From an optimization exercise on the open Yosys and OpenROAD flow, aimed at small area, a short achievable clock period and few clock cycles per item; shortcuts taken in it are not production practice.
RTL that was checked went through simulation tests only; none was proved equivalent to the original.
For runs 4 and 5, only the layout was checked, not whether the RTL still works.
Power is estimated from default activity; no workload was simulated.

==> design.v <==
`timescale 1ns/1ps
module nova16_alu (
    input  wire        clk,
    input  wire        rst,         
    input  wire        in_valid,
    output wire        in_ready,
    input  wire [7:0]  op,          
    input  wire        w16,         
    input  wire [15:0] a,           
    input  wire [15:0] b,           
    input  wire [11:0] flags_in,
    output reg         out_valid,
    output reg  [15:0] result,
    output reg         wr,          
    output reg         div_fault,   
    output reg  [11:0] flags_out
);
    localparam FS = 1, FV = 2, FC = 6, FZ = 7, FP = 8;
    function automatic [16:0] smear(input [16:0] x);
        reg [16:0] t;
        begin
            t = x | (x >> 1);
            t = t | (t >> 2);
            t = t | (t >> 4);
            t = t | (t >> 8);
            smear = t | (t >> 16);
        end
    endfunction
    function automatic [4:0] topbit(input [16:0] t);
        reg [16:0] h;
        begin
            h = t & ~(t >> 1);
            topbit = {h[16], |(h[15:0] & 16'hFF00), |(h[15:0] & 16'hF0F0),
                      |(h[15:0] & 16'hCCCC), |(h[15:0] & 16'hAAAA)};
        end
    endfunction
    function automatic [16:0] ksadd(input [16:0] x, input [16:0] y, input ci);
        reg [16:0] g, p, gg, pp, g2, p2;
        integer i, d;
        begin
            g = x & y;
            p = x ^ y;
            gg = g;
            pp = p;
            gg[0] = g[0] | (p[0] & ci);
            for (d = 1; d < 17; d = d * 2) begin
                g2 = gg;
                p2 = pp;
                for (i = d; i < 17; i = i + 1) begin
                    g2[i] = gg[i] | (pp[i] & gg[i-d]);
                    p2[i] = pp[i] & pp[i-d];
                end
                gg = g2;
                pp = p2;
            end
            ksadd = p ^ {gg[15:0], ci};
        end
    endfunction
    reg        v1, w;
    reg        c_as, c_sub, c_one, c_lg, c_sh, c_bt, c_mul, c_div, c_lng;
    reg [1:0]  o;               
    reg [15:0] A, B;
    reg [11:0] F;
    wire [15:0] in_mask = w16 ? 16'hFFFF : 16'h00FF;
    wire        i_bt    = op[5];
    wire [3:0]  i_c     = op[3:0];
    reg        p2, it, finz, fin;   
    reg        cpre, nn;
    reg        sub, yb, y2;         
    reg        q_and, q_or, q_ub, q_um, q_inv, q_one;    
    reg [3:0]  r_amt;               
    reg        imul, idiv;          
    reg        xa, xb;              
    reg [3:0]  cnt;
    reg [16:0] R;                   
    reg        hz, hm;              
    reg  rdy;
    wire ready = !v1 || !c_lng || fin;
    assign in_ready = rdy;
    wire p1 = v1 && c_lng && !p2 && !it && !finz;
    wire [15:0] mW = w ? 16'hFFFF : 16'h00FF;
    wire sa = w ? A[15] : A[7];
    wire sb = w ? B[15] : B[7];
    wire [3:0] k = {w & B[3], B[2:0]};
    function automatic [2:0] booth(input [2:0] d);
        begin
            booth = {d[2] & ~(d[1] & d[0]), d[1] ^ d[0], (d == 3'b011) || (d == 3'b100)};
        end
    endfunction
    wire [16:0] vA = {A ^ ({16{xa}} & mW), 1'b1};
    wire [16:0] vB = {B ^ ({16{xb}} & mW), 1'b1};
    wire [16:0] tA = smear(vA);
    wire [16:0] tB = smear(vB);
    wire        lt = |(tB & ~tA);               
    wire [4:0]  hA = topbit(tA);
    wire [4:0]  hB = topbit(tB);
    wire [4:0]  hM = lt ? hA : hB;
    wire [4:0]  hd = hA - hB;
    wire [3:0]  cnt1 = c_mul ? {1'b0, hM[3:1]} : hd[3:0];
    wire        az   = (A == 16'd0);
    wire        bz   = (B == 16'd0);
    wire        zq   = c_mul ? (az | bz) : (lt | bz);
    wire [15:0] Xs   = lt ? B : A;
    reg         qA, qB;
    integer     j;
    always @(*) begin
        qA = tA[1] & ~tA[2] & xa;
        qB = tB[1] & ~tB[2] & xb;
        for (j = 3; j < 16; j = j + 2) begin
            qA = qA | (tA[j] & ~tA[j+1] & vA[j-1]);
            qB = qB | (tB[j] & ~tB[j+1] & vB[j-1]);
        end
    end
    wire [2:0]  bd1  = lt ? {xa, !qA, qA} : {xb, !qB, qB};    
    wire        one1 = lt ? (hA[3:1] == 3'd0) : (hB[3:1] == 3'd0);
    wire [18:0] Mq   = {A, 3'b000};
    wire [2:0]  dign = Mq[{cnt[2:0], 1'b0} +: 3];         
    wire [3:0]  amt = p2 ? ~cnt : r_amt;
    wire [31:0] rr  = {A, A} << amt;
    wire [15:0] rot = rr[31:16];
    wire [15:0] lm  = ~(16'hFFFF << amt);       
    wire [15:0] Y     = ({16{yb}} & B) | ({16{y2}} & {B[14:0], 1'b0}) | {15'd0, c_one};
    wire [16:0] op1   = idiv ? {R[15:0], A[15]} : (imul ? {1'b0, R[13:0], 2'b00} : {1'b0, A});
    wire [16:0] op2   = {17{sub}} ^ {1'b0, Y};
    wire [16:0] S     = ksadd(op1, op2, sub);
    wire [15:0] zx  = op1[15:0] ^ op2[15:0];
    wire [15:0] zo  = op1[15:0] | op2[15:0];
    wire [15:0] zv  = ~(zx ^ {zo[14:0], sub});
    wire        zS  = (&zv[7:0]) && (!w || (&zv[15:8]));
    wire        c16   = S[16] ^ sub;
    wire        fill  = (yb | y2) && (sub ? !B[15] : B[15]);
    wire [1:0]  r2    = R[15:14];
    wire        e0_c0 = fill ? (r2 == 2'd1) : (r2 == 2'd0);
    wire        e0_c1 = fill && (r2 == 2'd0);
    wire        em_c0 = fill && (r2 == 2'd0);
    wire        e4_c1 = !fill && (r2 == 2'd3);
    wire        e3_c0 = !fill && (r2 == 2'd3);
    wire        e3_c1 = fill ? (r2 == 2'd3) : (r2 == 2'd2);
    wire        H0_c0 = hz & e0_c0;
    wire        H0_c1 = (hz & e0_c1) | (hm & e4_c1);
    wire        H1_c0 = (hz & em_c0) | (hm & e3_c0);
    wire        H1_c1 = hm & e3_c1;
    wire        Hn0   = c16 ? H0_c1 : H0_c0;
    wire        Hn1   = c16 ? H1_c1 : H1_c0;
    wire        mhi0  = w ? Hn0 : (S[15:8] == 8'h00);
    wire        mul_c = cpre | (nn & !mhi0);
    wire        mul_v = w ? (S[15] ? !Hn1 : !Hn0) : (S[15:8] != {8{S[7]}});
    wire        take  = !S[16];
    wire [15:0] qn    = {A[14:0], take};
    wire [15:0] bm  = 16'd1 << k;
    wire [15:0] Y2  = ({16{q_ub}} & B) | ({16{q_um}} & (bm ^ {16{q_inv}})) | {16{q_one}};
    wire [15:0] L   = q_and ? (A & Y2) : (q_or ? (A | Y2) : (A ^ Y2));
    wire [15:0] shm = o[1] ? 16'hFFFF : (!o[0] ? (16'hFFFF << k) : (mW >> k));
    wire last_mul = fin && it && c_mul;
    wire last_div = fin && it && c_div;
    wire s_add    = c_as || last_mul;
    wire fault    = finz && c_div && (B == 16'd0);
    wire [15:0] rl = mW & (({16{c_sh}} & rot & shm) | ({16{c_lg | c_bt}} & L));
    wire [15:0] r  = rl | (mW & (({16{last_div}} & qn) | ({16{s_add}} & S[15:0])));
    wire sy     = w ? Y[15] : Y[7];
    wire ssum   = w ? S[15] : S[7];
    wire add_v  = c_sub ? ((sa != sy) && (ssum != sa)) : ((sa == sy) && (ssum != sa));
    wire add_c  = w ? S[16] : S[8];
    wire kz     = (k == 4'd0);
    wire sh_c   = !o[0] ? rot[0] : (w ? rot[15] : rot[7]);
    wire rz     = (rl == 16'd0);
    wire rs     = w ? rl[15] : rl[7];
    wire rp     = ~^rl[7:0];
    wire zsp_r  = c_lg || (c_sh && !kz);        
    wire keep_f = (c_sh && kz) || fault;        
    wire bt_z   = (o == 2'd0) ? !rot[0] : (o == 2'd1 ? 1'b0 : (o == 2'd2 ? 1'b1 : rot[0]));
    wire z_new = (zsp_r & rz) | (s_add & zS) | (last_div & (A[14:0] == 15'd0) & !take) |
                 (c_bt & bt_z) | (finz & !fault);
    wire s_new = (zsp_r & rs) | (s_add & ssum) | (last_div & (w ? A[14] : A[6]));
    wire p_new = (zsp_r & rp) | (s_add & ~^S[7:0]) | (last_div & ~^qn[7:0]) | (finz & !fault);
    wire c_new = (c_as & add_c) | (last_mul & mul_c) | (c_sh & sh_c);
    wire v_new = (c_as & add_v) | (last_mul & mul_v);
    wire set_zsp = !keep_f && !c_bt;
    wire set_cv  = !keep_f && !c_bt && !c_sh;
    reg [11:0] f;
    always @* begin
        f = F;
        if (!keep_f) f[FZ] = z_new;
        if (set_zsp) begin
            f[FS] = s_new;
            f[FP] = p_new;
        end
        if (set_zsp) f[FC] = c_new;
        if (set_cv)  f[FV] = v_new;
    end
    wire o_wr = !keep_f && !(c_as && o == 2'd3) && !(c_bt && o == 2'd0);
    wire done = v1 && (!c_lng || fin);
    wire fin_nx = p1 ? (zq || (c_mul && one1)) :
                  p2 ? (cnt == 4'd0) : (cnt == 4'd1);
    wire i_lng  = !i_bt && (i_c == 4'h3 || i_c == 4'h4);
    wire i_rgt  = i_bt || (i_c[3:2] == 2'b11 && i_c[0]);
    wire [3:0] i_k = {w16 & b[3], b[2:0]};
    always @(posedge clk) begin
        out_valid <= !rst && done;
        result    <= r;
        wr        <= o_wr;
        div_fault <= fault;
        flags_out <= f;
        if (rst) begin
            v1   <= 1'b0;
            p2   <= 1'b0;
            it   <= 1'b0;
            finz <= 1'b0;
            fin  <= 1'b0;
        end else if (ready) begin
            v1   <= in_valid;
            p2   <= 1'b0;
            it   <= 1'b0;
            finz <= 1'b0;
            fin  <= 1'b0;
        end else if (p1) begin
            finz <= zq;
            p2   <= !zq && c_div;
            it   <= !zq && c_mul;
            fin  <= fin_nx;
        end else if (p2) begin
            p2   <= 1'b0;
            it   <= 1'b1;
            fin  <= fin_nx;
        end else if (it) begin
            fin  <= fin_nx;
        end
        rdy <= rst || (ready ? (!in_valid || !i_lng) : fin_nx);
        r_amt <= i_rgt ? (4'd0 - i_k) : i_k;
        q_and <= (!i_bt && i_c == 4'h8) || (i_bt && op[1:0] == 2'd2);
        q_or  <= (op[1:0] == 2'd1);
        q_ub  <= !i_bt && op[1:0] != 2'd3;
        q_um  <= i_bt;
        q_inv <= i_bt && op[1:0] == 2'd2;
        q_one <= !i_bt && op[1:0] == 2'd3;
        if (rst || ready) begin
            imul <= 1'b0;
            idiv <= 1'b0;
        end else if (p1) begin
            imul <= !zq && c_mul;
        end else if (p2) begin
            idiv <= 1'b1;
        end
        if (ready) begin
            w     <= w16;
            xa    <= !i_bt && i_c == 4'h3 && (w16 ? a[15] : a[7]);
            xb    <= !i_bt && i_c == 4'h3 && (w16 ? b[15] : b[7]);
            c_as  <= !i_bt && (i_c == 4'h1 || i_c == 4'h2 || i_c == 4'h5 || i_c == 4'h6 || i_c == 4'h7);
            c_sub <= !i_bt && (i_c == 4'h2 || i_c == 4'h6 || i_c == 4'h7);
            c_one <= !i_bt && (i_c == 4'h5 || i_c == 4'h6);
            c_lg  <= !i_bt && i_c[3:2] == 2'b10;
            c_sh  <= !i_bt && i_c[3:2] == 2'b11;
            c_bt  <= i_bt;
            c_mul <= !i_bt && i_c == 4'h3;
            c_div <= !i_bt && i_c == 4'h4;
            c_lng <= i_lng;
            o     <= op[1:0];
            A     <= (!i_bt && i_c[3:2] == 2'b11 && !w16) ? {a[7:0], a[7:0]} : (a & in_mask);
            B     <= b & in_mask;
            F     <= flags_in;
        end else if (p1) begin
            cnt  <= cnt1;
            if (c_mul) begin
                A <= lt ? A : B;                        
                B <= w ? Xs : {{8{Xs[7]}}, Xs[7:0]};    
            end
            cpre <= (sa && B[15:1] != 15'd0) || (sb && A[15:1] != 15'd0);
            nn   <= !sa && !sb;
        end else if (p2) begin
            A <= rot & ~lm;
        end else if (it) begin
            cnt  <= cnt - 4'd1;
            if (!c_mul)
                A <= qn;
        end
    end
    always @(posedge clk) begin
        R  <= p1 ? 17'd0 : (p2 ? {1'b0, rot & lm} : S);
        hz <= p1 | Hn0;
        hm <= !p1 & Hn1;
        if (ready)
            {sub, yb, y2} <= {!i_bt && (i_c == 4'h2 || i_c == 4'h6 || i_c == 4'h7),
                              !(!i_bt && (i_c == 4'h5 || i_c == 4'h6)), 1'b0};
        else if (p1)
            {sub, yb, y2} <= c_mul ? bd1 : 3'b110;
        else if (c_mul)
            {sub, yb, y2} <= booth(dign);
        else
            {sub, yb, y2} <= {p2 | take, 2'b10};
    end
endmodule
==> flow/run.sh <==
#!/bin/bash
# The standard layout (the standard.sh: ORFS synthesis to finish, same
# settings and constraints), with repair_timing asked to leave extra setup
# slack so that it also works on paths that already meet the 13 ns clock,
# and with plain buffers (instead of delay cells) on the ports.
set -euo pipefail
bash standard.sh SETUP_SLACK_MARGIN=8.5 "BUFFER_PORTS_ARGS=-buffer_cell sky130_fd_sc_hd__buf_2" finish > standard.log 2>&1
==> standard.sh <==
#!/bin/bash
# synth_recipe.tcl (not shown) runs the flow's synth.tcl, then flattens the netlist and writes it again
# the make line also repeats each setting of config.mk as NAME=value (left out here)
make -C /OpenROAD-flow-scripts/flow DESIGN_CONFIG=/design/flow/config.mk WORK_HOME=/design/flow/orfs CLKGATE_MAP_FILE= SYNTH_SCRIPT=/design/flow/synth_recipe.tcl "${@:-finish}"
==> config.mk <==
export PLATFORM = sky130hd
export DESIGN_NAME = nova16_alu
export DESIGN_NICKNAME = nova16_alu
export VERILOG_FILES = /design/flow/design.v
export SDC_FILE = /design/flow/constraint.sdc
export NUM_CORES = 4
export LEC_CHECK = 0
export CAP_MARGIN = 20
export CORE_MARGIN = 2
export CORE_UTILIZATION = 40
export SLEW_MARGIN = 20
==> constraint.sdc <==
create_clock -name core_clock -period 13.0 [get_ports {clk}]
set_input_delay 2.6000 -clock core_clock [delete_from_list [all_inputs] [get_ports {clk}]]
set_output_delay 2.6000 -clock core_clock [all_outputs]
set_load 0.01 [all_outputs]
==> impl_metrics.json, run 1 <==
{
  "dpl_cell_area_um2": 14100,
  "hp-start": "F[3]",
  "cts_tree": "done",
  "cts.path.max_buffers": 2,
  "rsz0062_at_grt": "true",
  "hpwlAfterDp_um": 37900,
  "overflow": 0,
  "seqCellArea_um2": 3330,
  "syn_nets": 1823,
  "antenna_found_initial": 0,
  "netlist_instances": 1688,
  "syn2layout_area_growth_pct": 10.9,
  "place_inst": 2103,
  "htree_levels": 4,
  "drtPass1Iterations": 6,
  "start_kind": "flop",
  "r2r-start": "cnt[1]",
  "die_height_um": 187,
  "path_clk_slew_ps": 70,
  "seq_area_frac_synth": 0.247,
  "skew_ps": 14.6,
  "max_freq_ghz": 0.222,
  "worst_pin_slew_ps": 1040,
  "seqPwrFrac": 0.313,
  "start_util": 0.404,
  "slew_violations": 0,
  "setup_slack_ps": 8490,
  "vias": 13800,
  "io_pins": 88,
  "cts_root_buf": "clkbuf_16",
  "drt_iter0_drc": 1674,
  "drv_cap": 0,
  "numCtsBuffers": 17,
  "wire_per_inst_um": 24.8,
  "internal_power_w": 0.00102,
  "multi_input_area_um2": 9180,
  "ctsHoldBuffers": 0,
  "grt.total_usage": 0.299,
  "clkPwrFrac": 0.279,
  "layout-drive-gt1-share": 0.147,
  "synth_area_per_cell_um2": 7.96,
  "worstSetupEndpointType": "flop",
  "worstPathArrival_ps": 4890,
  "synth_cell_types": 81,
  "setup.worst_path.class": "flop to flop",
  "ir_drop_mv": 0.105,
  "finalCriticalPeriod_ps": 4510,
  "p_sw_frac": 0.404,
  "cp-startpoint": "cnt[1]",
  "final_area_um2": 14900,
  "finalHoldViolCount": 0,
  "fin_nets": 1834,
  "power_frac_comb": 0.409,
  "tns_ps": 0,
  "p_leak_nw": 6.05,
  "max_slew_margin": 0.307,
  "grt_pass1_wl_um": 79200,
  "required_ps": 13380,
  "ant_nets": 0,
  "die_w_um": 187,
  "async_flop_share": 0,
  "status": "finished clean",
  "cpPeakStageDelay_ps": 610,
  "crit_chain": "inv_1 -> mux2i_4 -> buf_4 -> mux4_2 -> mux2i_2 -> mux2i_1 -> a32oi_1 -> ha_1 -> nand4_1 -> or3b_1 -> a2111oi_2 -> a2bb2oi_1",
  "pre_cts_ws_ps": 8210,
  "syn-cell-area_um2": 13400,
  "fp.dieArea_um2": 35100,
  "cp_top_family": "multiplexers",
  "final_common_cell": "nand2_1",
  "ys.flop_type": "dfxtp_1",
  "critPathSlowestCell": "edfxtp_1",
  "drc_errors": 0,
  "core_um2": 33300,
  "cp_max_fo": 26,
  "ys_ff_latch": 134,
  "detail_route.vias_per_cell": 6.40,
  "fillerInstances": 3383,
  "crit_buf_inv": 2,
  "antennaDiodeCount": 0,
  "numClockSinks": 134,
  "io_buffers": 84,
  "period_share": 0.347,
  "finalWirelength_um": 53600,
  "num_rows": 67,
  "grt_max_degree": 83,
  "place.gp.congestion": 0.978,
  "synth_edf_count": 64,
  "p_switching_w": 0.000690,
  "finalNonFillerCells": 2160,
  "p_per_area_nw_per_um2": 115,
  "clk_latency_ps": 460,
  "layout_common_cells": "nand2_1 (168), nor2_1 (136), o21ai_0 (119)",
  "setup_violations": 0,
  "grt_pass1_vias": 12600,
  "hold_class": "flop to flop",
  "ys_warn_count": 1
}
## power by group through the flow
| stage | logic (W) | clock network [W] | registers [W] |
|---|---|---|---|
| after floorplan | 0.000470 | 0 | 0.000527 |
| after global routing | 0.000743 | 0.000497 | 0.000540 |
| after global placement | 0.000654 | 0 | 0.000548 |
| after detailed placement | 0.000660 | 0 | 0.000550 |
| after CTS | 0.000667 | 0.000482 | 0.000540 |
| final | 0.000698 | 0.000476 | 0.000534 |
## logic make-up (layout without fill, tap and decap cells)
logic type	count (synthesis)	after routing	synth area share
buffers and inverters	257	281	0.0742
AND/OR/NAND/NOR	531	531	0.186
flip-flops	134	134	0.247
AO/OA/AOI/OAI	488	488	0.247
XOR/XNOR	99	99	0.0666
multiplexers	100	100	0.104
adder cells (fa/ha/maj)	79	79	0.0747
## worst paths after layout
kind | to | slack [ps] | cells after the start
max | flags_out[7] | 8490 | 12
min | flags_out[3] | 340 | 0
max reg2reg | flags_out[7] | 8490 | 12
min reg2reg | flags_out[3] | 340 | 0
## cell type report
| class | count | area share |
|---|---|---|
| clock buffers | 20 | 0.0307 |
| inverters | 103 | 0.0262 |
| flip-flops and latches | 134 | 0.223 |
| clock inverters | 12 | 0.00605 |
| multi-input cells | 1297 | 0.616 |
| well taps | 448 | 0.0376 |
| repair buffers | 146 | 0.0597 |
## cells in the mapped netlist, drive strengths merged, types with 30 or more instances
master | instances | area share
a21oi | 86 | 0.032
and3 | 32 | 0.015
buf | 32 | 0.011
clkbuf | 122 | 0.034
dfxtp | 70 | 0.10
edfxtp | 64 | 0.14
ha | 77 | 0.072
inv | 103 | 0.029
mux2i | 67 | 0.051
mux4 | 30 | 0.050
nand2 | 168 | 0.047
nand3 | 41 | 0.015
nor2 | 138 | 0.039
nor3 | 40 | 0.015
o21ai | 124 | 0.046
xnor2 | 66 | 0.043
xor2 | 31 | 0.020
## sequential cells by signal, indices dropped and copies added (netlist names), 2 cells and up
name,flops
A,16
B,16
R,16
result,16
F,12
flags_out,12
cnt,4
r_amt,4
o,2
## worst register-to-register path: cells and delay by family, from the launching register on
family	cells	cell delay, ps
mux	4	1460
flops	1	610
fa+ha+maj	1	210
compound gates	3	970
simple gates	2	490
buf+inv	2	700
## through the flow
step / hold slack, ps / utilization / power (W)
5_1_grt: 349 / 0.448 / 0.00178
2_1_floorplan: 323 / - / 0.000996
4_1_cts: 343 / 0.442 / 0.00169
3_5_place_dp: 329 / 0.424 / 0.00121
6_report: 340 / 0.448 / 0.00171
3_3_place_gp: 324 / 0.424 / 0.00120
## timing repair
item / 4_1_cts / 5_1_grt
buffers inserted: 2 / 23
pin swaps: 0 / 0
gates cloned: 0 / 0
resized for setup: 8 / 8
setup endpoints to repair: 5 / 22
## routing by layer
layer  up-vias  part of all wire  GRT usage
li1       6228                 -          -
met2       866              0.44      0.463
met5         -                 0          0
met4         0             0.047      0.137
met1      6594              0.41      0.402
met3       134              0.11     0.0619
Testbench counts, summed over its fixed seeds: cycles 10,466, ops 8,000.
==> run 2, diff against run 1 <==
==> flow/run.sh (replaced) <==
#!/bin/bash
# The standard layout (the standard.sh: ORFS synthesis to finish, same
# settings and constraints), with repair_timing asked to leave extra setup
# slack so that it also works on paths that already meet the 13 ns clock,
# and with plain buffers (instead of delay cells) on the ports.
set -euo pipefail
bash standard.sh SETUP_SLACK_MARGIN=9.5 "BUFFER_PORTS_ARGS=-buffer_cell sky130_fd_sc_hd__buf_2" finish > standard.log 2>&1
==> run 2 against run 1 <==
Still clean on timing, DRC and antenna. First-iteration DRC count grew 17%. Global-route usage rose by 2.4 points. Combinational power increased by 32%. Flip-flop and latch count stayed put. Non-clock buffer count rose by 144. Count of clock-buffer cells in the layout is 1 higher. Worst hold slack about the same. Die area is the same. Critical endpoint is now cnt[3]. Highest routed layer is now met5.
==> impl_metrics.json, run 2 <==
{
  "grt_pass1_wl_um": 84800,
  "wire_per_inst_um": 25.8,
  "path_clk_slew_ps": 70,
  "ant_nets": 0,
  "status": "finished clean",
  "start_util": 0.404,
  "holdWs_ps": 341,
  "grt_pass1_vias": 13500,
  "ir_drop_mv": 0.105,
  "numCtsBuffers": 17,
  "drv_cap": 0,
  "cts_tree": "done",
  "grt.total_usage": 0.324,
  "rsz0062_at_grt": "true",
  "io_buffers": 84,
  "cts.path.max_buffers": 2,
  "cpPeakStageDelay_ps": 560,
  "crit_chain": "buf_12 -> and3_2 -> a22oi_2 -> buf_4 -> nor3_4 -> nand2_1 -> o21ai_2 -> or4_4 -> a221oi_2 -> ha_2 -> inv_1 -> a21o_1 -> a21oi_1 -> xor2_1 -> xnor2_1 -> o31ai_1",
  "die_w_um": 187,
  "drt_iter0_drc": 1953,
  "setup.worst_path.class": "flop to flop",
  "seqPwrFrac": 0.273,
  "async_flop_share": 0,
  "io_pins": 88,
  "final_common_cell": "nand2_1",
  "hold_class": "flop to flop",
  "drtPass1Iterations": 6,
  "synthTopCellsByArea": "edfxtp_1 (14%), dfxtp_1 (10%), ha_1 (7.2%), mux4_2 (5.0%), mux2i_1 (4.8%)",
  "ys.flop_type": "dfxtp_1",
  "cp_top_family": "compound AO/OA/AOI/OAI gates",
  "clkPwrFrac": 0.255,
  "core_um2": 33300,
  "cp_max_fo": 14,
  "detail_route.vias_per_cell": 6.41,
  "skew_ps": 15.9,
  "vias": 14800,
  "required_ps": 13180,
  "overflow": 0,
  "fin_util": 0.530,
  "syn2layout_area_growth_pct": 31.3,
  "pre_cts_ws_ps": 8270,
  "ys_warn_count": 1,
  "fin_nets": 1979,
  "drc_errors": 0,
  "antennaDiodeCount": 0,
  "fillerInstances": 3172,
  "antenna_found_initial": 2,
  "max_slew_margin": 0.284,
  "p_sw_frac": 0.396,
  "die_height_um": 187,
  "internal_power_w": 0.00118,
  "worst_pin_slew_ps": 1070,
  "yosys.area.top_type_share": 0.143,
  "finalWirelength_um": 59400,
  "tns_ps": 0,
  "cts_root_buf": "clkbuf_16",
  "p_leak_nw": 7.18,
  "crit_buf_inv": 3,
  "grt_max_degree": 78,
  "place.gp.congestion": 0.988,
  "critPathSlowestCell": "or4_4",
  "hpwlAfterDp_um": 38200,
  "num_rows": 67,
  "fp.dieArea_um2": 35100,
  "layout-drive-gt1-share": 0.292,
  "setup_violations": 0,
  "multi_input_area_um2": 10200,
  "synth_area_per_cell_um2": 7.96,
  "synth_commonest_cells": "nand2_1 (168), nor2_1 (138), clkbuf_1 (122)",
  "worstPathArrival_ps": 3870,
  "numClockSinks": 134,
  "netlist_instances": 1688,
  "synth_most_common_cell": "nand2_1",
  "seq_area_frac_synth": 0.247,
  "place_inst": 2102,
  "seqCellArea_um2": 3350,
  "period_share": 0.284,
  "syn_nets": 1823,
  "ys_ff_latch": 134,
  "max_freq_ghz": 0.271,
  "layout_common_cells": "nand2_1 (163), buf_4 (158), nor2_1 (128)",
  "synth_cell_types": 81,
  "syn-cell-area_um2": 13400,
  "worstSetupEndpointType": "flop",
  "clk_latency_ps": 460,
  "synth_edf_count": 64,
  "finalNonFillerCells": 2305,
  "finalCriticalPeriod_ps": 3690,
  "p_per_area_nw_per_um2": 110,
  "power_frac_comb": 0.472,
  "slew_violations": 0,
  "setup_slack_ps": 9310,
  "yosys.area.top_type": "edfxtp_1",
  "htree_levels": 4,
  "start_kind": "flop",
  "p_switching_w": 0.000771,
  "ctsHoldBuffers": 0,
  "finalHoldViolCount": 0
}
run 2: cell types whose count changed in the layout (fill, tap and decap cells not counted), sizes merged:
cell,delta
inv,-5
clkinv,+1
mux2i,+1
buf,+135
bufbuf,+7
clkinvlp,+3
clkbuf,+3
run 2: layer usage:
| layer | GRT usage | part of all wire | vias up |
|---|---|---|---|
| met3 | 0.0921 | 0.12 | 259 |
| met4 | 0.216 | 0.078 | 2 |
| met2 | 0.479 | 0.42 | 999 |
| li1 | - | - | 6537 |
| met5 | 0 | 0.00024 | - |
| met1 | 0.411 | 0.38 | 6979 |
run 2: area by class of cell:
class,count,share of cell area
Tap cell,448,0.0318
Sequential cell,134,0.190
Multi-Input combinational cell,1298,0.576
Clock buffer,21,0.0286
Clock inverter,11,0.00475
Timing Repair Buffer,290,0.146
Inverter,103,0.0228
run 2: stage by stage:
step | total power [W] | instance area (um2)
6_report | 0.00195 | 17600
5_1_grt | 0.00201 | 17600
4_1_cts | 0.00184 | 16700
3_5_place_dp | 0.00121 | 14200
3_3_place_gp | 0.00120 | 14200
2_1_floorplan | 0.00100 | 13600
run 2: logic make-up after synthesis:
family | share of synthesized area
buf+inv | 0.0742
compound gates | 0.247
fa+ha+maj | 0.0747
simple gates | 0.186
mux | 0.104
xor+xnor | 0.0666
flops | 0.247
run 2: power groups by stage:
stage	clock network, W	logic, W	registers [W]
6_report	0.000496	0.000919	0.000531
5_1_grt	0.000516	0.000961	0.000537
4_1_cts	0.000498	0.000812	0.000526
3_5_place_dp	0	0.000660	0.000552
3_3_place_gp	0	0.000654	0.000551
2_1_floorplan	0	0.000477	0.000527
run 2: what timing repair did:
item	CTS	global route
resized for setup	183	100
cloned	8	2
setup buffers	109	52
pin swaps	45	44
endpoints found under the setup margin	108	57
run 2: worst reg2reg max path, delay by kind of cell (launching register included):
family / cells / cell delay, ps
xor+xnor: 2 / 360
fa+ha+maj: 1 / 240
flops: 1 / 500
simple gates: 4 / 950
buf+inv: 3 / 430
compound gates: 6 / 950
run 2: path summary, 6_finish.rpt:
kind | from | depth (start not counted) | endpoint | slack, ps
worst max-delay path | w | 16 | cnt[3] | 9310
worst min-delay path | F[5] | 0 | flags_out[5] | 340
worst max register to register | w | 16 | cnt[3] | 9310
worst min register to register | F[5] | 0 | flags_out[5] | 340
==> run 3, diff against run 2 <==
==> flow/run.sh (replaced) <==
#!/bin/bash
# The standard layout (the standard.sh: ORFS synthesis to finish, same
# settings and constraints), with repair_timing asked to leave extra setup
# slack so that it also works on paths that already meet the 13 ns clock,
# and with plain buffers (instead of delay cells) on the ports.
set -euo pipefail
bash standard.sh SETUP_SLACK_MARGIN=9.25 "BUFFER_PORTS_ARGS=-buffer_cell sky130_fd_sc_hd__buf_2" finish > standard.log 2>&1
==> run 3 against run 2 <==
Combinational power down about 10%. Critical endpoint is now flags_out[7]. Area after synthesis unchanged. Final area fell by 6.4%. Largest cell class unchanged.
==> impl_metrics.json, run 3 <==
{
  "status": "finished clean",
  "cpPeakStageDelay_ps": 610,
  "cp_max_fo": 30,
  "clk_latency_ps": 450,
  "r2r-start": "p2",
  "crit_chain": "mux2i_4 -> buf_8 -> mux4_2 -> mux2i_4 -> mux2i_2 -> a32oi_1 -> ha_2 -> nand4_1 -> or3b_4 -> a2111oi_4 -> a2bb2oi_1",
  "synth_most_common_cell": "nand2_1",
  "die_height_um": 187,
  "synth_cell_types": 81,
  "path_clk_slew_ps": 70,
  "synth_area_per_cell_um2": 7.96,
  "final_area_um2": 16500,
  "htree_levels": 4,
  "place.gp.congestion": 0.999,
  "drv_cap": 0,
  "hp-start": "F[4]",
  "synth_edf_count": 64,
  "netlist_instances": 1688,
  "slew_violations": 0,
  "yosys.area.top_type_share": 0.143,
  "syn_nets": 1823,
  "max_slew_margin": 0.302,
  "cts_tree": "done",
  "ys.flop_type": "dfxtp_1",
  "p_leak_nw": 6.62,
  "finalWirelength_um": 55600,
  "crit_buf_inv": 1,
  "io_pins": 88,
  "antenna_found_initial": 0,
  "layout_common_cells": "nand2_1 (164), nor2_1 (131), buf_4 (107)",
  "ys_ff_latch": 134,
  "fin_nets": 1909,
  "hpwlAfterDp_um": 37900,
  "core_um2": 33300,
  "setup.worst_path.class": "flop to flop",
  "async_flop_share": 0,
  "finalCriticalPeriod_ps": 3860,
  "ir_drop_mv": 0.0972,
  "numCtsBuffers": 17,
  "syn2layout_area_growth_pct": 22.8,
  "setup_slack_ps": 9140,
  "skew_ps": 13.7,
  "dpl_cell_area_um2": 14100,
  "drc_errors": 0,
  "synthTopCellsByArea": "edfxtp_1 (14%), dfxtp_1 (10%), ha_1 (7.2%), mux4_2 (5.0%), mux2i_1 (4.8%)",
  "start_util": 0.404,
  "setup_violations": 0,
  "layout-drive-gt1-share": 0.240,
  "ant_nets": 0,
  "grt_max_degree": 77,
  "drtPass1Iterations": 7,
  "worstPathArrival_ps": 4230,
  "syn-cell-area_um2": 13400,
  "fp.dieArea_um2": 35100,
  "finalNonFillerCells": 2236,
  "tns_ps": 0,
  "grt_pass1_wl_um": 80800,
  "ys_warn_count": 1,
  "path_common_cell": "mux2i_4",
  "ctsHoldBuffers": 0,
  "wire_per_inst_um": 24.9,
  "synth_commonest_cells": "nand2_1 (168), nor2_1 (138), clkbuf_1 (122)",
  "drt_iter0_drc": 1873,
  "place_inst": 2106,
  "seq_area_frac_synth": 0.247,
  "cts.path.max_buffers": 2,
  "cts_root_buf": "clkbuf_16",
  "rsz0062_at_grt": "true",
  "period_share": 0.297,
  "worstSetupEndpointType": "flop",
  "yosys.area.top_type": "edfxtp_1",
  "hold_class": "flop to flop",
  "vias": 14400,
  "r2r_cells": 11,
  "cp_top_family": "multiplexers",
  "holdPathStages": 0,
  "critPathSlowestCell": "mux4_2",
  "required_ps": 13370,
  "p_per_area_nw_per_um2": 112,
  "start_kind": "flop",
  "finalHoldViolCount": 0,
  "detail_route.vias_per_cell": 6.43,
  "min_to": "flags_out[4]",
  "die_w_um": 187,
  "final_common_cell": "nand2_1",
  "io_buffers": 84,
  "worst_pin_slew_ps": 1050,
  "fin_util": 0.496,
  "numClockSinks": 134,
  "max_freq_ghz": 0.259,
  "r2r_slack_ps": 9140,
  "overflow": 0,
  "num_rows": 67,
  "grt.total_usage": 0.304,
  "pre_cts_ws_ps": 8320,
  "grt_pass1_vias": 13100,
  "r2r-end": "flags_out[7]"
}
## run 3: changes by cell type in the layout (fill, tap and decap cells not counted), moves of 7 or more
| cell | before | now |
|---|---|---|
| buf_4 | 158 | 107 |
| buf_6 | 25 | 9 |
| dfxtp_2 | 9 | 2 |
| buf_2 | 74 | 84 |
| bufbuf_16 | 7 | 0 |
| a21oi_2 | 13 | 6 |
| buf_12 | 21 | 11 |
| dfxtp_1 | 56 | 64 |
| a21oi_1 | 71 | 78 |
## run 3: worst max-delay path by stage
stage	to	startpoint	cells past startpoint	slack (ps)
2_1_floorplan	rdy	op[0]	8	9260
3_5_place_dp	A[0]	imul	10	8320
6_report	flags_out[7]	p2	11	9140
3_3_place_gp	flags_out[7]	cnt[0]	12	8370
4_1_cts	flags_out[6]	B[2]	13	9250
5_1_grt	flags_out[7]	p2	11	9110
## run 3: report_power, final
part	leakage, nW	switching, W	internal [W]
registers	1.28	0.0000364	0.000491
clock network	0.294	0.000233	0.000270
logic	5.05	0.000486	0.000341
total	6.62	0.000755	0.00110
## run 3: repair_timing
item / in CTS / in global routing
buffers inserted: 42 / 49
gates cloned: 0 / 6
pin swaps: 13 / 35
setup endpoints to repair: 71 / 45
resized for setup: 103 / 116
## run 3: logic make-up (layout without fill, tap and decap cells)
logic type      after synthesis  after routing  share of synthesized area
flops                       134            134                      0.247
compound gates              488            488                      0.247
other cells                   0              1                          0
xor+xnor                     99             99                     0.0666
mux                         100            100                      0.104
buf+inv                     257            355                     0.0742
simple gates                531            532                      0.186
fa+ha+maj                    79             79                     0.0747
## run 3: per-stage QoR
step	hold WS (ps)	power, W
after global placement	324	0.00121
after CTS	341	0.00176
final	337	0.00186
after floorplan	323	0.000997
after detailed placement	327	0.00122
after global routing	347	0.00194
## run 3: routing by layer
metal,share of wire,vias to the layer above,track usage
li1,-,6379,-
met1,0.39,6902,0.399
met2,0.42,913,0.446
met3,0.12,184,0.0857
met4,0.062,0,0.174
met5,0,-,0
## run 3: cell type report
cell class	instances	area, um2
multi-input cells	1298	9890
clock buffers	19	464
inverters	103	402
well taps	448	561
flip-flops and latches	134	3340
diodes	1	2.50
repair buffers	220	1730
fillers	3211	16800
clock inverters	13	119
==> run 4, diff against run 3 <==
--- a/design.v
+++ b/design.v
@@ -115,7 +115,7 @@
     wire        one1 = lt ? (hA[3:1] == 3'd0) : (hB[3:1] == 3'd0);
     wire [18:0] Mq   = {A, 3'b000};
     wire [2:0]  dign = Mq[{cnt[2:0], 1'b0} +: 3];         
-    wire [3:0]  amt = p2 ? ~cnt : r_amt;
+    wire [3:0]  amt = r_amt;
     wire [31:0] rr  = {A, A} << amt;
     wire [15:0] rot = rr[31:16];
     wire [15:0] lm  = ~(16'hFFFF << amt);       
@@ -226,7 +226,10 @@
             fin  <= fin_nx;
         end
         rdy <= rst || (ready ? (!in_valid || !i_lng) : fin_nx);
-        r_amt <= i_rgt ? (4'd0 - i_k) : i_k;
+        if (ready)
+            r_amt <= i_rgt ? (4'd0 - i_k) : i_k;
+        else if (p1)
+            r_amt <= ~cnt1;
         q_and <= (!i_bt && i_c == 4'h8) || (i_bt && op[1:0] == 2'd2);
         q_or  <= (op[1:0] == 2'd1);
         q_ub  <= !i_bt && op[1:0] != 2'd3;
==> run 4 against run 3 <==
Register-to-register slack gained 150 ps. Routed wire length shrank 2.0%. Largest cell class unchanged. Critical path depth grew 8. Die area shrank 3.3%. Critical endpoint is now flags_out[8]. Count of clock-buffer cells in the layout shrank 1. Still clean on timing, DRC and antenna. Largest power group unchanged. Flip-flop and latch count is the same.
==> impl_metrics.json, run 4 <==
{
  "status": "finished clean",
  "cpPeakStageDelay_ps": 470,
  "path_clk_slew_ps": 70,
  "hpwlAfterDp_um": 36600,
  "synth_area_per_cell_um2": 8.06,
  "synth_cell_types": 91,
  "syn2layout_area_growth_pct": 19.2,
  "p_leak_nw": 6.43,
  "layout-drive-gt1-share": 0.218,
  "critPathSlowestCell": "edfxtp_1",
  "setup.worst_path.class": "flop to flop",
  "grt_max_degree": 41,
  "netlist_instances": 1612,
  "clk_latency_ps": 460,
  "layout_common_cells": "nand2_1 (146), nor2_1 (131), buf_4 (116)",
  "worstPathArrival_ps": 4050,
  "power_w": 0.00180,
  "cts.path.max_buffers": 2,
  "max_freq_ghz": 0.269,
  "drt_iter0_drc": 1803,
  "synth_most_common_cell": "nand2_1",
  "ys.flop_type": "edfxtp_1",
  "hp-start": "F[11]",
  "die_w_um": 184,
  "final_common_cell": "nand2_1",
  "hold_class": "flop to flop",
  "finalWirelength_um": 54500,
  "io_pins": 88,
  "r2r-start": "w",
  "start_kind": "flop",
  "die_height_um": 184,
  "num_rows": 65,
  "finalCriticalPeriod_ps": 3710,
  "drc_errors": 0,
  "r2r_cells": 19,
  "overflow": 0,
  "numClockSinks": 134,
  "skew_ps": 16.3,
  "setup_violations": 0,
  "rsz0062_at_grt": "true",
  "cts_tree": "done",
  "ctsHoldBuffers": 0,
  "numCtsBuffers": 17,
  "synth_edf_count": 68,
  "grt.total_usage": 0.316,
  "grt_pass1_wl_um": 79200,
  "final_area_um2": 15500,
  "antenna_found_initial": 1,
  "fin_nets": 1833,
  "synthTopCellsByArea": "edfxtp_1 (16%), dfxtp_1 (10%), ha_1 (7.4%), mux2i_1 (4.6%), nand2_1 (4.3%)",
  "r2r-end": "flags_out[8]",
  "wire_per_inst_um": 25.4,
  "crit_chain": "buf_12 -> and2_4 -> buf_4 -> nor3_2 -> xor2_1 -> a221o_1 -> inv_1 -> ha_1 -> mux2i_1 -> nor2_1 -> a21oi_1 -> o32a_1 -> ha_1 -> xnor2_2 -> xnor2_1 -> a21oi_1 -> o21ai_1 -> a221oi_2 -> nor2_1",
  "worstSetupEndpointType": "flop",
  "drtPass1Iterations": 9,
  "synth_commonest_cells": "nand2_1 (149), nor2_1 (137), clkbuf_1 (111)",
  "worst_pin_slew_ps": 953,
  "min_to": "flags_out[11]",
  "fin_util": 0.487,
  "tns_ps": 0,
  "cp_max_fo": 8,
  "place.gp.congestion": 0.993,
  "place_inst": 2022,
  "max_slew_margin": 0.364,
  "yosys.area.top_type_share": 0.157,
  "holdPathStages": 0,
  "required_ps": 13340,
  "slew_violations": 0,
  "core_um2": 31800,
  "yosys.area.top_type": "edfxtp_1",
  "seqCellArea_um2": 3380,
  "syn-cell-area_um2": 13000,
  "ys_warn_count": 1,
  "finalHoldViolCount": 0,
  "fp.dieArea_um2": 33900,
  "cts_root_buf": "clkbuf_16",
  "vias": 13600,
  "io_buffers": 84,
  "finalNonFillerCells": 2147,
  "multi_input_area_um2": 9020,
  "p_per_area_nw_per_um2": 116,
  "period_share": 0.286,
  "r2r_slack_ps": 9290,
  "grt_pass1_vias": 12500,
  "detail_route.vias_per_cell": 6.33,
  "ir_drop_mv": 0.104,
  "drv_cap": 0,
  "async_flop_share": 0,
  "start_util": 0.408,
  "ant_nets": 0,
  "ys_ff_latch": 134,
  "seq_area_frac_synth": 0.259,
  "htree_levels": 4,
  "dpl_cell_area_um2": 13600,
  "syn_nets": 1747,
  "fillerInstances": 3033,
  "cp-startpoint": "w"
}
[run 4: cell types whose count changed after synthesis, sizes merged, moves of 7 or more]
cell / before / now
nand2b: 17 / 10
o21ai: 124 / 114
mux2: 3 / 13
and3: 32 / 12
nand2: 168 / 150
o32ai: 6 / 13
mux4: 30 / 19
a31oi: 29 / 16
clkbuf: 122 / 111
a21oi: 86 / 99
[run 4: worst max-delay path, delay by kind of cell (launching register included)]
family	cells	cell delay, ps
flip-flops	1	470
adder cells (fa/ha/maj)	2	490
buffers and inverters	3	400
multiplexers	1	130
AO/OA/AOI/OAI	6	1270
XOR/XNOR	3	370
AND/OR/NAND/NOR	4	440
[run 4: layout make-up]
type	count	area share
tap	435	0.0352
sequential	134	0.218
clock buffer	18	0.0284
multi-input combinational	1224	0.583
antenna	1	0.000162
inverter	105	0.0255
timing repair buffer	216	0.101
clock inverter	14	0.00897
[run 4: metal layers]
layer  routed length (um)  GRT usage  vias up
li1                     -          -     6050
met1                21400      0.416     6385
met2                23000      0.472      917
met3                 6630     0.0822      235
met4                 3430      0.177        0
met5                    0          0        -
[run 4: worst max-delay path by stage]
stage,cells after the start,slack (ps),endpoint
after global routing,19,9150,flags_out[8]
final,19,9290,flags_out[8]
after detailed placement,10,8240,B[14]
after global placement,10,8250,B[10]
after floorplan,16,9260,flags_out[8]
after CTS,18,9260,flags_out[8]
[run 4: kinds of logic after synthesis]
group | after synthesis | synth area share
adder cells (fa/ha/maj) | 79 | 0.0773
XOR/XNOR | 100 | 0.0706
AND/OR/NAND/NOR | 485 | 0.178
AO/OA/AOI/OAI | 467 | 0.245
multiplexers | 93 | 0.0915
buffers and inverters | 254 | 0.0779
flip-flops | 134 | 0.259
[run 4: per-stage QoR]
| step | setup WS [ps] | hold WS [ps] |
|---|---|---|
| after detailed placement | 8240 | 329 |
| after global placement | 8250 | 325 |
| after global routing | 9150 | 348 |
| after CTS | 9260 | 345 |
| final | 9290 | 341 |
| after floorplan | 9260 | 323 |
[run 4: power breakdown]
part,switching [W],total [W],internal (W)
combinational,0.000469,0.000778,0.000309
sequential,0.0000349,0.000527,0.000492
clock,0.000224,0.000497,0.000274
[run 4: timing repair]
action | CTS | global route
pin swaps | 7 | 23
setup endpoints to repair | 76 | 33
endpoints found under the hold margin | 0 | 0
buffers inserted | 59 | 29
cloned | 1 | 2
gates resized for setup | 49 | 56
==> run 5, diff against run 4 <==
==> flow/run.sh (replaced) <==
#!/bin/bash
# The standard layout (the standard.sh: ORFS synthesis to finish, same
# settings and constraints), with repair_timing asked to leave extra setup
# slack so that it also works on paths that already meet the 13 ns clock,
# and with plain buffers (instead of delay cells) on the ports.
set -euo pipefail
bash standard.sh SETUP_SLACK_MARGIN=9.0 "BUFFER_PORTS_ARGS=-buffer_cell sky130_fd_sc_hd__buf_2" finish > standard.log 2>&1
==> run 5 against run 4 <==
Non-clock buffer count decreased by 26. Sequential power about the same. Critical endpoint unchanged. Clock power about the same. Largest cell class unchanged. Synthesized cell count unchanged. Fmax decreased by 4.4%. Setup slack got worse by 170 ps. Highest routed layer unchanged. Final area decreased by 3.4%. Largest power group unchanged. Register-to-register slack got worse by 170 ps. Flip-flop and latch count unchanged. Final cell count decreased by 1.2%. Worst hold slack improved by 0.57 ps.
==> impl_metrics.json, run 5 <==
{
  "path_clk_slew_ps": 70,
  "skew_ps": 16.4,
  "required_ps": 13330,
  "cp_max_fo": 12,
  "seq_area_frac_synth": 0.259,
  "dpl_cell_area_um2": 13600,
  "max_freq_ghz": 0.257,
  "crit_buf_inv": 1,
  "pre_cts_ws_ps": 8020,
  "r2r_slack_ps": 9120,
  "synthTopCellsByArea": "edfxtp_1 (16%), dfxtp_1 (10%), ha_1 (7.4%), mux2i_1 (4.6%), nand2_1 (4.3%)",
  "cpPeakStageDelay_ps": 660,
  "setup_slack_ps": 9120,
  "numCtsBuffers": 17,
  "layout-drive-gt1-share": 0.183,
  "finalHoldViolCount": 0,
  "worstSetupEndpointType": "flop",
  "period_share": 0.299,
  "wire_per_inst_um": 25.4,
  "crit_chain": "buf_4 -> mux2i_1 -> o21ai_0 -> ha_1 -> and3_1 -> nor2_1 -> nand3_1 -> o21ai_0 -> or2_2 -> xnor3_2 -> xnor2_1 -> a221oi_1 -> nor2_1",
  "max_slew_margin": 0.208,
  "clk_latency_ps": 450,
  "antenna_found_initial": 0,
  "synth_edf_count": 68,
  "synth_area_per_cell_um2": 8.06,
  "overflow": 0,
  "grt_max_degree": 50,
  "yosys.area.top_type": "edfxtp_1",
  "place.gp.congestion": 0.982,
  "netlist_instances": 1612,
  "r2r-start": "A[14]",
  "holdWs_ps": 342,
  "synth_commonest_cells": "nand2_1 (149), nor2_1 (137), clkbuf_1 (111)",
  "cp-startpoint": "A[14]",
  "finalCriticalPeriod_ps": 3880,
  "num_rows": 65,
  "layout_common_cells": "nand2_1 (147), nor2_1 (135), o21ai_0 (108)",
  "drv_cap": 0,
  "p_per_area_nw_per_um2": 117,
  "ys_warn_count": 1,
  "async_flop_share": 0,
  "cts_tree": "done",
  "start_kind": "flop",
  "die_height_um": 184,
  "path_depth": 13,
  "drt_iter0_drc": 1914,
  "ys.flop_type": "edfxtp_1",
  "numClockSinks": 134,
  "rsz0062_at_grt": "false",
  "fp.dieArea_um2": 33900,
  "place_inst": 2019,
  "cp-endpoint": "flags_out[8]",
  "start_util": 0.408,
  "final_area_um2": 15000,
  "fin_nets": 1807,
  "synth_most_common_cell": "nand2_1",
  "holdPathStages": 0,
  "vias": 13400,
  "finalWirelength_um": 53900,
  "syn_nets": 1747,
  "worst_pin_slew_ps": 1160,
  "critPathSlowestCell": "edfxtp_1",
  "drc_errors": 0,
  "cp_top_family": "compound AO/OA/AOI/OAI gates",
  "syn2layout_area_growth_pct": 15.1,
  "io_pins": 88,
  "final_common_cell": "nand2_1",
  "htree_levels": 4,
  "slew_violations": 0,
  "yosys.area.top_type_share": 0.157,
  "tns_ps": 0,
  "ir_drop_mv": 0.100,
  "worstPathArrival_ps": 4210,
  "grt_pass1_wl_um": 78200,
  "r2r_cells": 13,
  "setup.worst_path.class": "flop to flop",
  "ys_ff_latch": 134,
  "cts_root_buf": "clkbuf_16",
  "detail_route.vias_per_cell": 6.31,
  "grt.total_usage": 0.313,
  "syn-cell-area_um2": 13000,
  "core_um2": 31800,
  "drtPass1Iterations": 6,
  "setup_violations": 0,
  "io_buffers": 84,
  "status": "finished clean",
  "synth_cell_types": 91,
  "ant_nets": 0,
  "grt_pass1_vias": 12100,
  "cts.path.max_buffers": 2,
  "finalNonFillerCells": 2121,
  "p_leak_nw": 6.21,
  "r2r-end": "flags_out[8]",
  "hpwlAfterDp_um": 36600,
  "hold_class": "flop to flop",
  "die_w_um": 184
}
## run 5: cell types whose count changed in the layout (fill, tap and decap cells not counted), moves of 4 or more
cell / previous run / this run
a21oi_1: 89 / 98
a21oi_2: 10 / 1
buf_4: 116 / 95
ha_1: 73 / 77
nor2_1: 131 / 135
o21ai_0: 102 / 108
o21ai_1: 11 / 5
xnor2_1: 55 / 59
xnor2_2: 5 / 1
## run 5: what timing repair did
item                       in CTS  in global routing
setup endpoints to repair      67                 58
gates cloned                    0                  1
hold buffers                    0                  0
setup buffers                  38                 30
resized for setup              18                 25
pin swaps                       2                  3
## run 5: metal layers
layer,global-route usage,part of all wire,vias to the layer above
li1,-,-,5979
met1,0.424,0.40,6346
met5,0,0,-
met3,0.0739,0.13,144
met4,0.135,0.045,0
met2,0.475,0.43,912
## run 5: through the flow
| step | power (W) | utilization |
|---|---|---|
| after global routing | 0.00182 | 0.470 |
| after floorplan | 0.000984 | - |
| after global placement | 0.00119 | 0.428 |
| after detailed placement | 0.00119 | 0.428 |
| after CTS | 0.00171 | 0.458 |
| final | 0.00175 | 0.470 |
## run 5: final cells by class
class / count / area, um2
Antenna cell: 1 / 2.50
Clock buffer: 18 / 439
Clock inverter: 14 / 140
Fill cell: 3145 / 16800
Inverter: 105 / 394
Multi-Input combinational cell: 1224 / 8750
Sequential cell: 134 / 3370
Tap cell: 435 / 544
Timing Repair Buffer: 190 / 1310
## run 5: power by group
part / leakage (nW) / switching [W] / internal, W
Sequential: 1.29 / 0.0000355 / 0.000492
Combinational: 4.64 / 0.000448 / 0.000280
Clock: 0.281 / 0.000225 / 0.000274
## run 5: worst register-to-register path, delay by kind of cell, from the launching register on
kind	cells	cell delay (ps)
AOI/OAI and AO/OA	3	840
xor gates and xnor gates	2	560
adders and majority gates	1	390
buffers and inverters	1	360
DFF	1	660
muxes	1	110
and+or+nand+nor	5	810
## run 5: cell families after synthesis
logic type                 count (synthesis)  share of synthesized area
xor gates and xnor gates                 100                     0.0706
adders and majority gates                 79                     0.0773
and+or+nand+nor                          485                      0.178
buffers and inverters                    254                     0.0779
DFF                                      134                      0.259
AOI/OAI and AO/OA                        467                      0.245
muxes                                     93                     0.0915
## run 5: worst min-delay path by stage
stage / startpoint / to / slack [ps]
CTS: F[11] / flags_out[11] / 340
global route: F[3] / flags_out[3] / 350
finish: F[11] / flags_out[11] / 340
global placement: F[11] / flags_out[11] / 330
floorplan: F[0] / flags_out[0] / 320
detailed placement: F[11] / flags_out[11] / 330
==> run 6, diff against run 5 <==
--- a/design.v
+++ b/design.v
@@ -115,7 +115,7 @@
     wire        one1 = lt ? (hA[3:1] == 3'd0) : (hB[3:1] == 3'd0);
     wire [18:0] Mq   = {A, 3'b000};
     wire [2:0]  dign = Mq[{cnt[2:0], 1'b0} +: 3];         
-    wire [3:0]  amt = r_amt;
+    wire [3:0]  amt = p2 ? ~cnt : r_amt;
     wire [31:0] rr  = {A, A} << amt;
     wire [15:0] rot = rr[31:16];
     wire [15:0] lm  = ~(16'hFFFF << amt);       
@@ -226,10 +226,7 @@
             fin  <= fin_nx;
         end
         rdy <= rst || (ready ? (!in_valid || !i_lng) : fin_nx);
-        if (ready)
-            r_amt <= i_rgt ? (4'd0 - i_k) : i_k;
-        else if (p1)
-            r_amt <= ~cnt1;
+        r_amt <= i_rgt ? (4'd0 - i_k) : i_k;
         q_and <= (!i_bt && i_c == 4'h8) || (i_bt && op[1:0] == 2'd2);
         q_or  <= (op[1:0] == 2'd1);
         q_ub  <= !i_bt && op[1:0] != 2'd3;
==> run 6 against run 5 <==
Sequential power about the same. Core utilization shrank 0.26 points. Clock skew shrank 1.4 ps. Critical path depth down 1. Area after synthesis increased by 3.5%. Final area grew 4.1%. Critical path type unchanged. Largest cell class unchanged.
==> impl_metrics.json, run 6 <==
{
  "r2r-end": "flags_out[7]",
  "drtPass1Iterations": 6,
  "num_rows": 67,
  "drt_iter0_drc": 1898,
  "setup.worst_path.class": "flop to flop",
  "finalCriticalPeriod_ps": 3920,
  "status": "finished clean",
  "r2r-start": "p2",
  "place.gp.congestion": 0.966,
  "critPathSlowestCell": "mux4_2",
  "cts.path.max_buffers": 2,
  "numCtsBuffers": 17,
  "max_slew_margin": 0.289,
  "syn2layout_area_growth_pct": 15.8,
  "final_common_cell": "nand2_1",
  "ant_nets": 0,
  "place_inst": 2104,
  "fin_nets": 1852,
  "overflow": 0,
  "rsz0062_at_grt": "true",
  "yosys.area.top_type": "edfxtp_1",
  "fin_util": 0.468,
  "max_freq_ghz": 0.255,
  "synthTopCellsByArea": "edfxtp_1 (14%), dfxtp_1 (10%), ha_1 (7.2%), mux4_2 (5.0%), mux2i_1 (4.8%)",
  "synth_edf_count": 64,
  "r2r_slack_ps": 9080,
  "required_ps": 13380,
  "finalHoldViolCount": 0,
  "min_to": "flags_out[10]",
  "worstPathArrival_ps": 4300,
  "p_leak_nw": 6.24,
  "synth_area_per_cell_um2": 7.96,
  "period_share": 0.302,
  "io_buffers": 84,
  "skew_ps": 15.0,
  "holdWs_ps": 342,
  "worstSetupEndpointType": "flop",
  "grt_pass1_vias": 12700,
  "die_w_um": 187,
  "antenna_found_initial": 0,
  "synth_cell_types": 81,
  "die_height_um": 187,
  "r2r_cells": 12,
  "grt_max_degree": 79,
  "start_util": 0.404,
  "drc_errors": 0,
  "hp-start": "F[10]",
  "path_common_cell": "mux2i_4",
  "antennaDiodeCount": 0,
  "setup_violations": 0,
  "htree_levels": 4,
  "tns_ps": 0,
  "cpPeakStageDelay_ps": 600,
  "hpwlAfterDp_um": 37500,
  "finalNonFillerCells": 2178,
  "ys_warn_count": 1,
  "netlist_instances": 1688,
  "drv_cap": 0,
  "layout-drive-gt1-share": 0.182,
  "grt.total_usage": 0.303,
  "core_um2": 33300,
  "numClockSinks": 134,
  "yosys.area.top_type_share": 0.143,
  "start_kind": "flop",
  "holdPathStages": 0,
  "vias": 13900,
  "syn_nets": 1823,
  "io_pins": 88,
  "worst_pin_slew_ps": 1070,
  "cts_root_buf": "clkbuf_16",
  "crit_chain": "buf_12 -> mux2i_4 -> buf_6 -> mux4_2 -> mux2i_4 -> mux2i_1 -> a32oi_1 -> ha_1 -> nand4_1 -> or3b_1 -> a2111oi_4 -> a2bb2oi_1",
  "wire_per_inst_um": 24.8,
  "detail_route.vias_per_cell": 6.40,
  "grt_pass1_wl_um": 80600,
  "finalWirelength_um": 54000,
  "synth_commonest_cells": "nand2_1 (168), nor2_1 (138), clkbuf_1 (122)",
  "clk_latency_ps": 460,
  "syn-cell-area_um2": 13400,
  "fp.dieArea_um2": 35100,
  "async_flop_share": 0,
  "path_clk_slew_ps": 70,
  "synth_most_common_cell": "nand2_1",
  "ys_ff_latch": 134,
  "ys.flop_type": "dfxtp_1",
  "cts_tree": "done",
  "cp_max_fo": 38,
  "slew_violations": 0,
  "ir_drop_mv": 0.110,
  "p_per_area_nw_per_um2": 118,
  "seq_area_frac_synth": 0.247,
  "layout_common_cells": "nand2_1 (166), nor2_1 (134), o21ai_0 (115)",
  "hold_class": "flop to flop"
}
[run 6: layout make-up]
class | count | area [um2]
clock buffers | 17 | 425
clock inverters | 15 | 226
fillers | 3334 | 17700
inverters | 103 | 392
multi-input cells | 1297 | 9490
flip-flops and latches | 134 | 3330
well taps | 448 | 561
repair buffers | 164 | 1140
[run 6: worst max-delay path, delay by kind of cell, from the launching register on]
| kind | cells | cell delay, ps |
|---|---|---|
| mux | 4 | 1400 |
| simple gates | 2 | 500 |
| buf+inv | 2 | 550 |
| compound gates | 3 | 800 |
| flops | 1 | 350 |
| fa+ha+maj | 1 | 210 |
[run 6: cell families (layout without fill, tap and decap cells)]
family	Yosys count	after routing	share of synthesized area
AND/OR/NAND/NOR	531	531	0.186
AO/OA/AOI/OAI	488	488	0.247
buffers and inverters	257	299	0.0742
flip-flops	134	134	0.247
multiplexers	100	100	0.104
XOR/XNOR	99	99	0.0666
adder cells (fa/ha/maj)	79	79	0.0747
[run 6: worst max path at each step]
stage                   end  startpoint  slack (ps)
3_5_place_dp           A[0]        B[1]        8100
3_3_place_gp           A[0]        idiv        8220
5_1_grt        flags_out[2]        B[6]        8960
4_1_cts              cnt[3]           w        9010
2_1_floorplan  flags_out[6]        B[0]        9020
6_report       flags_out[7]          p2        9080
[run 6: through the flow]
| step | setup WS (ps) | power, W | cell area [um2] |
|---|---|---|---|
| after floorplan | 9020 | 0.000996 | 13400 |
| after global placement | 8220 | 0.00121 | 14100 |
| after detailed placement | 8100 | 0.00121 | 14100 |
| after CTS | 9010 | 0.00179 | 15200 |
| after global routing | 8960 | 0.00191 | 15600 |
| final | 9080 | 0.00183 | 15600 |
[run 6: routing by layer]
| metal | GRT usage | vias up | share of wire |
|---|---|---|---|
| met4 | 0.140 | 0 | 0.047 |
| met3 | 0.0752 | 157 | 0.11 |
| met5 | 0 | - | 0 |
| li1 | - | 6266 | - |
| met1 | 0.406 | 6649 | 0.41 |
| met2 | 0.459 | 863 | 0.43 |
[run 6: repair_timing]
item | CTS | global route
endpoints found under the hold margin | 0 | 0
hold buffers | 0 | 0
pin swaps | 1 | 5
setup endpoints to repair | 44 | 42
buffers inserted | 27 | 14
gates resized for setup | 54 | 48
[run 6: power breakdown]
| part | internal [W] | switching (W) | total [W] |
|---|---|---|---|
| Combinational | 0.000294 | 0.000460 | 0.000753 |
| Clock | 0.000341 | 0.000212 | 0.000553 |
| Sequential | 0.000491 | 0.0000357 | 0.000527 |
Testbench counts of run 6, summed over its fixed seeds: cycles 10,466, ops 8,000.
==> run 7, diff against run 6 <==
--- a/design.v
+++ b/design.v
@@ -115,7 +115,7 @@
     wire        one1 = lt ? (hA[3:1] == 3'd0) : (hB[3:1] == 3'd0);
     wire [18:0] Mq   = {A, 3'b000};
     wire [2:0]  dign = Mq[{cnt[2:0], 1'b0} +: 3];         
-    wire [3:0]  amt = p2 ? ~cnt : r_amt;
+    wire [3:0]  amt = r_amt;
     wire [31:0] rr  = {A, A} << amt;
     wire [15:0] rot = rr[31:16];
     wire [15:0] lm  = ~(16'hFFFF << amt);       
@@ -123,10 +123,7 @@
     wire [16:0] op1   = idiv ? {R[15:0], A[15]} : (imul ? {1'b0, R[13:0], 2'b00} : {1'b0, A});
     wire [16:0] op2   = {17{sub}} ^ {1'b0, Y};
     wire [16:0] S     = ksadd(op1, op2, sub);
-    wire [15:0] zx  = op1[15:0] ^ op2[15:0];
-    wire [15:0] zo  = op1[15:0] | op2[15:0];
-    wire [15:0] zv  = ~(zx ^ {zo[14:0], sub});
-    wire        zS  = (&zv[7:0]) && (!w || (&zv[15:8]));
+    wire        zS  = (S[7:0] == 8'd0) && (!w || (S[15:8] == 8'd0));
     wire        c16   = S[16] ^ sub;
     wire        fill  = (yb | y2) && (sub ? !B[15] : B[15]);
     wire [1:0]  r2    = R[15:14];
@@ -226,7 +223,10 @@
             fin  <= fin_nx;
         end
         rdy <= rst || (ready ? (!in_valid || !i_lng) : fin_nx);
-        r_amt <= i_rgt ? (4'd0 - i_k) : i_k;
+        if (ready)
+            r_amt <= i_rgt ? (4'd0 - i_k) : i_k;
+        else if (p1)
+            r_amt <= ~cnt1;
         q_and <= (!i_bt && i_c == 4'h8) || (i_bt && op[1:0] == 2'd2);
         q_or  <= (op[1:0] == 2'd1);
         q_ub  <= !i_bt && op[1:0] != 2'd3;
==> run 7 against run 6 <==
Still clean. Routed wire length fell by 3.5%. Clock skew barely moved. Synthesized cell count fell by 7.0%. Global-route usage rose by 0.53 points. Area after synthesis fell by 8.2%. Sequential share of layout area rose by 1.9 points. Power fell by 3.5%. Clock power fell by 11%. Setup slack improved by 24 ps. Worst hold slack got worse by 0.52 ps. Via count fell by 4.4%.
==> impl_metrics.json, run 7 <==
{
  "use_met1": 0.415,
  "cpPeakStageDelay_ps": 410,
  "cp_max_fo": 59,
  "layout_common_cells": "nand2_1 (159), nor2_1 (143), o21ai_0 (105)",
  "synth_most_common_cell": "nand2_1",
  "met3_usage": 0.0701,
  "crit_chain": "buf_12 -> and2_0 -> nor2_1 -> nand2_1 -> xnor2_1 -> a221o_1 -> inv_1 -> ha_1 -> nor2_1 -> a211oi_1 -> a21oi_1 -> o22a_1 -> ha_1 -> xor2_1 -> xnor2_1 -> o21ai_1 -> a21oi_2 -> nor2_1",
  "critPathSlowestCell": "edfxtp_1",
  "async_flop_share": 0,
  "synth_commonest_cells": "nand2_1 (160), nor2_1 (144), clkbuf_1 (109)",
  "start_util": 0.404,
  "drv_cap": 0,
  "setup_slack_ps": 9100,
  "drt_iter0_drc": 1957,
  "setup.worst_path.class": "flop to flop",
  "synth_edf_count": 68,
  "start_kind": "flop",
  "fp.dieArea_um2": 32300,
  "antennaDiodeCount": 0,
  "max_freq_ghz": 0.256,
  "busiest_layer": "met2",
  "seqPwrFrac": 0.302,
  "syn_nets": 1693,
  "worstPathArrival_ps": 4240,
  "ant_nets": 0,
  "p_switching_w": 0.000728,
  "yosys.area.top_type": "edfxtp_1",
  "finalCriticalPeriod_ps": 3900,
  "netlist_instances": 1569,
  "io_pins": 88,
  "core_um2": 30500,
  "ys_ff_latch": 134,
  "htree_levels": 4,
  "cts.path.max_buffers": 2,
  "seq_area_frac_synth": 0.273,
  "synthTopCellsByArea": "edfxtp_1 (17%), dfxtp_1 (11%), ha_1 (6.7%), mux2i_1 (4.9%), nand2_1 (4.9%)",
  "detail_route.vias_per_cell": 6.55,
  "hold_class": "flop to flop",
  "use_met2": 0.458,
  "synth_area_per_cell_um2": 7.86,
  "cts_tree": "done",
  "period_share": 0.300,
  "setup_violations": 0,
  "worstSetupEndpointType": "flop",
  "ir_drop_mv": 0.0970,
  "finalHoldViolCount": 0,
  "antenna_found_initial": 0,
  "numClockSinks": 134,
  "path_common_cell": "nor2_1",
  "power_frac_comb": 0.420,
  "num_rows": 64,
  "fin_nets": 1748,
  "rsz0062_at_grt": "true",
  "syn-cell-area_um2": 12300,
  "status": "finished clean",
  "place.gp.congestion": 1.03,
  "overflow": 0,
  "pre_cts_ws_ps": 8370,
  "grt.total_usage": 0.308,
  "syn2layout_area_growth_pct": 17.0,
  "vias": 13300,
  "yosys.area.top_type_share": 0.166,
  "synth_cell_types": 81,
  "grt_max_degree": 67,
  "grt_pass1_vias": 12100,
  "numCtsBuffers": 17,
  "drc_errors": 0,
  "clkPwrFrac": 0.277,
  "skew_ps": 15.3,
  "ys_warn_count": 1,
  "drtPass1Iterations": 7,
  "internal_power_w": 0.00104,
  "worst_pin_slew_ps": 1060,
  "die_w_um": 180,
  "p_sw_frac": 0.411,
  "ctsHoldBuffers": 0,
  "path_clk_slew_ps": 70,
  "required_ps": 13340,
  "p_leak_nw": 5.88,
  "tns_ps": 0,
  "p_per_area_nw_per_um2": 123,
  "hpwlAfterDp_um": 35800,
  "final_common_cell": "nand2_1",
  "clk_latency_ps": 450,
  "max_slew_margin": 0.294,
  "grt_pass1_wl_um": 75900,
  "cts_root_buf": "clkbuf_16",
  "io_buffers": 84,
  "slew_violations": 0,
  "layout-drive-gt1-share": 0.183,
  "die_height_um": 180,
  "wire_per_inst_um": 25.6,
  "ys.flop_type": "edfxtp_1",
  "finalWirelength_um": 52100
}
==> run 7: what timing repair did <==
action / CTS / global route
endpoints found under the setup margin: 44 / 30
resized for setup: 24 / 57
pin swaps: 4 / 20
cloned: 0 / 3
endpoints found under the hold margin: 0 / 0
setup buffers: 23 / 32
==> run 7: final timing paths <==
kind,start,endpoint,slack [ps],cells past startpoint
worst max-delay path,w,flags_out[8],9100,18
worst min-delay path,F[0],flags_out[0],340,0
worst max register to register,w,flags_out[8],9100,18
worst min register to register,F[0],flags_out[0],340,0
==> run 7: final cells by class <==
cell class                 count  area (um2)
fill                        3053       16100
multi-input combinational   1224        8440
clock inverter                15         145
timing repair buffer         179        1300
clock buffer                  17         425
sequential                   134        3370
inverter                      68         259
tap                          396         495
==> run 7: cell families after synthesis <==
family | count (synthesis) | synth area share
compound gates | 493 | 0.272
xor+xnor | 77 | 0.0547
fa+ha+maj | 68 | 0.0702
buf+inv | 211 | 0.0663
flops | 134 | 0.273
mux | 81 | 0.0732
simple gates | 505 | 0.191
==> run 7: power groups by stage <==
stage                     clock (W)  combinational, W  sequential [W]
after floorplan                   0          0.000431        0.000534
after global placement            0          0.000607        0.000559
after detailed placement          0          0.000613        0.000560
after CTS                  0.000493          0.000654        0.000539
after global routing       0.000511          0.000785        0.000541
final                      0.000490          0.000744        0.000535
==> run 7: metal layers <==
layer / wire length, um / vias to the layer above
met5: 0 / -
met4: 3340 / 0
met3: 5960 / 210
met2: 21900 / 913
met1: 20900 / 6285
li1: - / 5908
==> run 7: critical path, delay by kind of cell, from the launching register on <==
family,cells,cell delay (ps)
AO/OA/AOI/OAI,6,1310
XOR/XNOR,3,490
adder cells (fa/ha/maj),2,460
buffers and inverters,2,280
flip-flops,1,410
AND/OR/NAND/NOR,5,790
==> run 7: through the flow <==
step	utilization	instance area [um2]	power (W)	hold WS, ps	instances
2_1_floorplan	-	12300	0.000965	323	1569
3_3_place_gp	0.425	13000	0.00117	323	1943
3_5_place_dp	0.425	13000	0.00117	334	1943
4_1_cts	0.454	13800	0.00169	345	1998
5_1_grt	0.473	14400	0.00184	345	2033
6_report	0.473	14400	0.00177	341	2033
Testbench counts of run 7, summed over its fixed seeds: cycles 10,466, ops 8,000.

==> afterwards: timing with drivers on the ports <==
Ports are ideal in the flow. The routed layouts listed here were re-timed in OpenROAD. Step 1 assumes that a clkbuf_16 drives the clock port and a buf_2 every other input. Step 2 moves the port delays by t, midway between the first and last clock arrival at a register: inputs arrive t later, outputs are due t later. That takes back most of the time a late clock gives input paths. Three values: ideal, step 1, step 2; two values: the first two.
run | t, ns | setup WS [ns] | worst setup path after step 2 | latest minus earliest clock arrival (ns) | slew at the worst register clock pin (ns)
run 1 | 0.499 | 8.493 / 8.493 / 8.493 | register to register | 0.015 / 0.015 | 0.07 / 0.07
run 2 | 0.503 | 9.311 / 9.311 / 9.094 | input to register | 0.016 / 0.016 | 0.07 / 0.07
run 3 | 0.496 | 9.141 / 9.141 / 8.893 | input to register | 0.018 / 0.018 | 0.08 / 0.08
run 4 | 0.502 | 9.288 / 9.288 / 8.963 | input to register | 0.017 / 0.017 | 0.08 / 0.08
run 5 | 0.498 | 9.116 / 9.116 / 8.689 | input to register | 0.016 / 0.016 | 0.07 / 0.07
run 6 | 0.502 | 9.076 / 9.076 / 8.769 | input to register | 0.015 / 0.015 | 0.07 / 0.07
run 7 | 0.500 | 9.100 / 9.100 / 8.963 | input to register | 0.015 / 0.015 | 0.07 / 0.07
After both steps every run listed still meets setup and hold. The setup slack of run 5, which loses most, moves by 0.000 ns with the drivers and by -0.427 ns with both steps.
